This is an optimization exercise on Yosys and OpenROAD, whose aim is small area, not a production implementation.
In this exercise RTL edits were held to simulation tests only and were not proved equivalent to the original.
Power is estimated from default activity; no workload was simulated. No driver is modelled on the clock port, so clocking that relies on it looks cheaper here than on a real chip.

==> job 3658: inputs <==
==> flow/design.v (excerpt) <==
module gpcodec #(
    parameter integer CLK_KHZ = 1         
) (
    input  wire         clk,
    input  wire         rst,              
    input  wire         start,
    input  wire [7:0]   op_in,
    input  wire [1:0]   narg_in,
    input  wire [31:0]  a0_in,
    input  wire [31:0]  a1_in,
    input  wire [31:0]  a2_in,
    input  wire [4:0]   rx_sel,
    output wire         busy,
    output wire         done,
    output wire         fail,
    output wire         rvalid,
    output wire [2:0]   rkind,
    output wire [3:0]   fcode,
    output wire [31:0]  cmd,
    output wire [7:0]   rx_byte,
    output wire [5:0]   rxlen,
    output wire [7:0]   r_byte,
    output wire [15:0]  r_u16,
    output wire [8:0]   r_acc_x,
    output wire [8:0]   r_acc_y,
    output wire [8:0]   r_acc_z,
    output wire [31:0]  r_tbits,
    output wire [31:0]  r_hbits,
    output wire [135:0] r_tc100,
    output wire         r_tc100_valid,
    output wire [135:0] r_hc100,
    output wire         r_hc100_valid,
    output wire         req_valid,
    output wire [1:0]   req_kind,
    output wire [6:0]   req_addr,
    input  wire         rsp_valid,
    input  wire         rsp_last,
    input  wire         rsp_fault,
    input  wire [7:0]   rsp_data
);
clock: 20.0 ns
lec_check: 0
cap_margin: 0
core_margin: 2
core_utilization: 60
place_density: 0.75
slew_margin: 0
standard.sh (not shown) runs the stock make flow with config.mk's settings and CLKGATE_MAP_FILE= SYNTH_SCRIPT=/design/flow/synth_recipe.tcl, a recipe that flattens the netlist after the stock synthesis.
==> flow/flow/run.sh <==
#!/bin/bash
# Layout flow: the standard ORFS flow (standard.sh) with three changes, all
# aimed at cell area (the timing at 20 ns has a wide margin):
#  - synthesis maps the logic with an area-oriented ABC script (flow/area.abc)
#    instead of ORFS's speed script; everything else in the synthesis is the
#    standard one (synth_recipe.tcl), so the registers are the same;
#  - port buffers are sky130_fd_sc_hd__buf_1 instead of ORFS's default pick;
#  - the clock tree uses clkbuf cells of one size with larger sink clusters and
#    no dummy loads.
# Each tool's output is in standard.log and in orfs/logs/.
set -euo pipefail
work=$(pwd)

# synthesis script: the standard one, with the ABC script swapped
cat > "$work/synth_area.tcl" <<EOT
proc abc {args} {
  set i [lsearch -exact \$args -script]
  if {\$i >= 0} { set args [lreplace \$args [expr {\$i + 1}] [expr {\$i + 1}] $work/flow/area.abc] }
  yosys abc {*}\$args
}
source $work/synth_recipe.tcl
EOT
sed "s#$work/synth_recipe.tcl#$work/synth_area.tcl#" standard.sh > standard_area.sh
grep -q "synth_area.tcl" standard_area.sh

export BUFFER_PORTS_ARGS="-buffer_cell sky130_fd_sc_hd__buf_1"
export CTS_ARGS="-sink_clustering_enable -repair_clock_nets -dont_use_dummy_load -buf_list sky130_fd_sc_hd__clkbuf_16 -sink_clustering_size 30 -sink_clustering_max_diameter 120"
bash standard_area.sh > standard.log 2>&1
==> flow/flow/area.abc <==
strash
&get -n
&deepsyn -T 60
&put
balance
rewrite
refactor
balance
rewrite
rewrite -z
balance
refactor -z
rewrite -z
balance
dch -f
amap
==> inputs of job 2418, as changes to job 3658 <==
--- a/flow/design.v
+++ b/flow/design.v
@@ -166,13 +166,16 @@
     wire [7:0] enc_p0 = (narg_in > 2'd0) ? a0_in[7:0] : 8'd0;
     wire [7:0] enc_p1 = (narg_in > 2'd1) ? a1_in[7:0] : 8'd0;
     wire [7:0] enc_p2 = (op_in == OP_LB_SETALL) ? ((narg_in > 2'd1) ? a1_in[15:8] : 8'd0)
                                                 : ((narg_in > 2'd2) ? a2_in[7:0]  : 8'd0);
     wire [CNT_W-1:0] settle_end = delay_ms(op) * CLK_KHZ;
     always @(posedge clk) begin
-        cnt <= (accept || rsp_end) ? {CNT_W{1'b0}} : cnt + 1'b1;
+        if (accept || rsp_end)
+            cnt <= (phase == AWAIT_BLOCK) ? {{(CNT_W-5){1'b0}}, len[4:0]} : {CNT_W{1'b0}};
+        else
+            cnt <= cnt + 1'b1;
         if (rst) begin
             phase <= IDLE;
         end else begin
             case (phase)
                 IDLE, DONE: begin
                     if (accept) begin
@@ -235,15 +238,14 @@
                 end
                 default: phase <= IDLE;
             endcase
         end
     end
     wire wr_byte  = (phase == AWAIT_BYTE) && rsp_end;
-    wire [5:0] rot_sum = {1'b0, cnt[4:0]} + {1'b0, len[4:0]};
     wire rot      = (phase == ENGINE) &&
-                    (((cnt[9:5] == 5'd0) && (len[4:0] != 5'd0) && !rot_sum[5]) ||
+                    (((cnt[9:5] == 5'd0) && (cnt[4:0] != 5'd0) && (len[4:0] != 5'd0)) ||
                      ((cnt[9:8] == 2'b10) && (cnt[7:2] == 6'd0)) ||
                      ((cnt[9:8] == 2'b10) && (cnt[7:5] == 3'b111) && (cnt[4:2] != 3'b111)));
     wire rx_shift = (rsp_beat && !len[5]) || wr_byte || rot;
     integer i;
     genvar k;
     generate
--- a/flow/flow/run.sh
+++ b/flow/flow/run.sh
@@ -21,8 +21,8 @@
 source $work/synth_recipe.tcl
 EOT
 sed "s#$work/synth_recipe.tcl#$work/synth_area.tcl#" standard.sh > standard_area.sh
 grep -q "synth_area.tcl" standard_area.sh
 
 export BUFFER_PORTS_ARGS="-buffer_cell sky130_fd_sc_hd__buf_1"
-export CTS_ARGS="-sink_clustering_enable -repair_clock_nets -dont_use_dummy_load -buf_list sky130_fd_sc_hd__clkbuf_16 -sink_clustering_size 30 -sink_clustering_max_diameter 120"
+export CTS_ARGS="-sink_clustering_enable -repair_clock_nets -dont_use_dummy_load -buf_list sky130_fd_sc_hd__clkbuf_8 -sink_clustering_size 16 -sink_clustering_max_diameter 80"
 bash standard_area.sh > standard.log 2>&1
- CAP_MARGIN: 0 -> 20
- CORE_UTILIZATION: 60 -> 70
- PLACE_DENSITY: 0.75 -> 0.85
- SLEW_MARGIN: 0 -> 20
==> inputs of job 9444, as changes to job 3658 <==
--- a/flow/design.v
+++ b/flow/design.v
@@ -7,13 +7,15 @@
     input  wire [7:0] expo,        
     output wire [4:0] mi,          
     input  wire       mbit,        
     output wire       shift,       
     output wire       out          
 );
-    wire [7:0] ip = f + ~expo;
+    reg  [7:0] ip;
+    always @(posedge clk)
+        ip <= (f == 8'd0) ? ~expo : ip + 8'd1;
     wire in_m = run && (ip[7:5] == 3'b101) && !(ip[4] && ip[3]);
     assign mi = ip[4:0];
     wire mb = in_m && ((ip[4:0] == 5'd23) || mbit);      
     reg       d1, d2, d3, d4;
     reg [1:0] cy;
     wire [2:0] sum = {2'b00, mb} + {2'b00, d3} + {2'b00, d4} + {1'b0, cy};
@@ -24,24 +26,24 @@
         d2 <= d1;
         d3 <= d2;
         d4 <= d3;
         cy <= clr ? 2'd0 : sum[2:1];
     end
     reg  pp, st, rc, sn;
-    wire first = (f == 8'd53);
+    wire first = (f == 8'd54);
     wire up    = pp && (st || p);             
     wire rce   = first ? up : rc;
     wire mag   = p ^ rce;
     wire sne   = first ? 1'b0 : sn;
     always @(posedge clk) begin
         pp <= p;
         st <= clr ? 1'b0 : (st | pp);
         rc <= p & rce;
         sn <= sne | mag;
     end
-    assign shift = run && (f >= 8'd53) && (f < 8'd189);
+    assign shift = run && (f >= 8'd54) && (f < 8'd190);
     assign out   = go && (mag ^ (sgn && sne));
 endmodule
 module gpcodec #(
     parameter integer CLK_KHZ = 1         
 ) (
     input  wire         clk,
@@ -143,14 +145,13 @@
     endfunction
     reg [2:0]       phase;
     reg [2:0]       fc;               
     reg [31:0]      cmd_r;
     reg [CNT_W-1:0] cnt;              
     reg [5:0]       len;
-    reg [7:0]       rxn [0:31];       
-    wire [7:0]      rx [0:31];
+    reg [7:0]       rx [0:31];
     reg [271:0]     counts;           
     wire [7:0] op = cmd_r[31:24];
     assign busy      = phase[2] || (phase == ENGINE);
     assign done      = (phase == DONE);
     assign fail      = done && (fc != F_NONE);
     assign rvalid    = done && (fc == F_NONE);
@@ -227,52 +228,38 @@
                             fc  <= F_SHORT;
                             len <= 6'd0;
                         end
                     end
                 end
                 ENGINE: begin
-                    if (cnt[9:8] == 2'b10 && cnt[7:0] == 8'hFF)
+                    if (cnt[8:0] == 9'h1FF)
                         phase <= DONE;
                 end
                 default: phase <= IDLE;
             endcase
         end
     end
-    wire wr_byte  = (phase == AWAIT_BYTE) && rsp_end;
-    wire [5:0] rot_sum = {1'b0, cnt[4:0]} + {1'b0, len[4:0]};
-    wire rot      = (phase == ENGINE) &&
-                    (((cnt[9:5] == 5'd0) && (len[4:0] != 5'd0) && !rot_sum[5]) ||
-                     ((cnt[9:8] == 2'b10) && (cnt[7:2] == 6'd0)) ||
-                     ((cnt[9:8] == 2'b10) && (cnt[7:5] == 3'b111) && (cnt[4:2] != 3'b111)));
-    wire rx_shift = (rsp_beat && !len[5]) || wr_byte || rot;
-    integer i;
-    genvar k;
-    generate
-        for (k = 0; k < 32; k = k + 1) begin : g_rx
-            assign rx[k] = ~rxn[k];
-        end
-    endgenerate
-    always @(posedge clk) begin
-        if (rx_shift) begin
-            for (i = 0; i < 31; i = i + 1)
-                rxn[i] <= rxn[i + 1];
-            rxn[31] <= rot ? rxn[0] : ~rsp_data;
-        end
+    wire wr_byte = (phase == AWAIT_BYTE) && rsp_end;
+    always @(posedge clk) begin
+        if (rsp_beat && !len[5])
+            rx[len[4:0]] <= rsp_data;
+        else if (wr_byte)
+            rx[0] <= rsp_data;
     end
     wire       engine = (phase == ENGINE);
-    wire       run    = engine && (cnt[9] ^ cnt[8]);
+    wire       slot   = cnt[8];                  
     wire       dht_ok = (op == OP_DHTREAD) && (fc == F_NONE);
-    wire       f_sgn  = rx[4][7];                 
-    wire [7:0] f_exp  = {rx[4][6:0], rx[3][7]};
+    wire       f_sgn  = slot ? rx[8][7] : rx[4][7];
+    wire [7:0] f_exp  = slot ? {rx[8][6:0], rx[7][7]} : {rx[4][6:0], rx[3][7]};
     wire       f_go   = dht_ok && (f_exp != 8'hFF) && (f_exp >= 8'd119);
     wire [4:0] mi;
     wire       shift, cbit;
-    wire [4:0] rd_sel = engine ? {3'b000, mi[4:3] + 2'd1} : rx_sel;
+    wire [4:0] rd_sel = engine ? {2'b00, slot, mi[4:3] + 2'd1} : rx_sel;
     wire [7:0] rd_byte = rx[rd_sel];
     gpc_round2 u_round (
-        .clk(clk), .run(run), .f(cnt[7:0]), .go(f_go), .sgn(f_sgn), .expo(f_exp),
+        .clk(clk), .run(engine), .f(cnt[7:0]), .go(f_go), .sgn(f_sgn), .expo(f_exp),
         .mi(mi), .mbit(rd_byte[mi[2:0]]), .shift(shift), .out(cbit)
     );
     always @(posedge clk)
         if (shift)
             counts <= {cbit, counts[271:1]};
     wire [2:0] kind = rvalid ? kind_of(op) : K_NONE;
@@ -282,13 +269,13 @@
     wire k_th  = (kind == K_TEMP_HUM);
     wire [31:0] t_bits = {rx[4], rx[3], rx[2], rx[1]};
     wire [31:0] h_bits = {rx[8], rx[7], rx[6], rx[5]};
     assign rkind         = kind;
     assign rxlen         = len;
     assign rx_byte       = ({1'b0, rx_sel} < len) ? rd_byte : 8'd0;
-    assign r_byte        = (kind == K_DIGITAL) ? rx[31] : 8'd0;
+    assign r_byte        = (kind == K_DIGITAL) ? rx[0] : 8'd0;
     assign r_u16         = k_u16 ? {rx[1], rx[2]} : k_led ? {rx[2], rx[1]} : 16'd0;
     assign r_acc_x       = k_acc ? sb(rx[1]) : 9'd0;
     assign r_acc_y       = k_acc ? sb(rx[2]) : 9'd0;
     assign r_acc_z       = k_acc ? sb(rx[3]) : 9'd0;
     assign r_tbits       = k_th ? t_bits : 32'd0;
     assign r_hbits       = k_th ? h_bits : 32'd0;
==> flow/flow/run.sh (replaced) <==
#!/bin/bash
# Standard ORFS layout, with smaller port buffers and a clock tree without dummy loads.
set -euo pipefail
export BUFFER_PORTS_ARGS="-buffer_cell sky130_fd_sc_hd__buf_1"
export CTS_ARGS="-sink_clustering_enable -repair_clock_nets -dont_use_dummy_load -buf_list sky130_fd_sc_hd__clkbuf_8"
bash standard.sh > standard.log 2>&1
- CAP_MARGIN: 0 -> 20
- CORE_UTILIZATION: 60 -> 40
- PLACE_DENSITY: 0.75 -> 0.6
- SLEW_MARGIN: 0 -> 20
removed: flow/flow/area.abc
==> flow_metrics.py <==
metrics = {
    "status": {
        "status": "complete, no violations",
    },
    "timing": {
        "worstMarginPinSlew_ns": 1.162,
        "period_share_pct": 57.47,
    },
    "global_route": {
        "grt_pass1_wl_mm": 89.85,
    },
    "routing": {
        "dr.first_iter.drc_count": 1783,
        "wl_mm": 64.17,
    },
    "setup_path": {
        "reg2reg_slack_ns": 12.86,
        "crit_family": "simple AND/OR/NAND/NOR gates",
    },
    "pwr": {
        "power_mw": 2.488,
        "pg_seq_mw": 1.65,
    },
    "yosys": {
        "ys_seq_elements": 592,
    },
}
Source of the figures above: job 3658

==> flow_metrics.py <==
metrics = {
    "timing": {
        "max_freq_mhz": 88.05,
        "maxSlewHeadroom_pct": 25.55,
        "worstMarginPinSlew_ns": 1.112,
        "rsz0062_at_grt": "false",
        "period_share_pct": 56.78,
    },
    "pwr": {
        "power_density_nw_per_um2": 85.13,
        "power_mw": 2.137,
    },
    "setup_path": {
        "critical_path_buf_inv_count": 3,
        "crit_family": "simple AND/OR/NAND/NOR gates",
    },
    "routing": {
        "dr.first_iter.drc_count": 1972,
        "wl_mm": 61.33,
    },
    "yosys": {
        "ys_seq_elements": 592,
    },
    "status": {
        "status": "complete, no violations",
    },
    "global_route": {
        "grt_pass1_wl_mm": 89.09,
    },
    "worst_hold_path": {
        "hold_depth": 0,
    },
}
Source of the figures above: job 2418

==> flow_metrics.py <==
metrics = {
    "pwr": {
        "power_mw": 2.846,
        "pg_seq_mw": 1.44,
    },
    "global_route": {
        "grtUsageMet1_pct": 29.15,
        "grt_pass1_wl_mm": 106.9,
    },
    "setup_path": {
        "reg2reg_slack_ns": 13.50,
        "crit_family": "buffers and inverters",
    },
    "status": {
        "status": "complete, no violations",
    },
    "routing": {
        "wl_mm": 74.96,
        "dr.first_iter.drc_count": 1458,
    },
    "timing": {
        "worstMarginPinSlew_ns": 1.167,
        "period_share_pct": 57.54,
    },
    "yosys": {
        "ys_seq_elements": 600,
    },
    "cells_and_area": {
        "final_area_um2": 28260,
    },
}
Source of the figures above: job 9444

-- afterwards: timing with drivers on the ports --
In the flow no input, the clock included, has a driving cell. The finished layouts below were timed again as built, in two steps.
Step 1, drivers: a clkbuf_16 drives clk and a buf_2 each remaining input, both assumed.
Step 2, shift: input delay + t, output delay - t, t = (earliest + latest rising clock arrival at the registers) / 2. This alone moves slack from input paths to output paths.
Three values: ideal, step 1, step 2; two values: the first two.
| run | t, ns | slack for setup (ns) | worst register clock-pin slew, ns |
|---|---|---|---|
| job 3658 | 0.613 | 8.506 / 8.469 / 8.469 | 0.12 / 0.12 |
| job 2418 | 0.615 | 8.643 / 8.579 / 8.579 | 0.11 / 0.11 |
| job 9444 | 0.712 | 8.491 / 8.460 / 8.460 | 0.07 / 0.07 |
After both steps every run listed still meets setup and hold. The setup slack of job 2418, which loses most, moves by -0.064 ns with the drivers and by -0.064 ns with both steps.
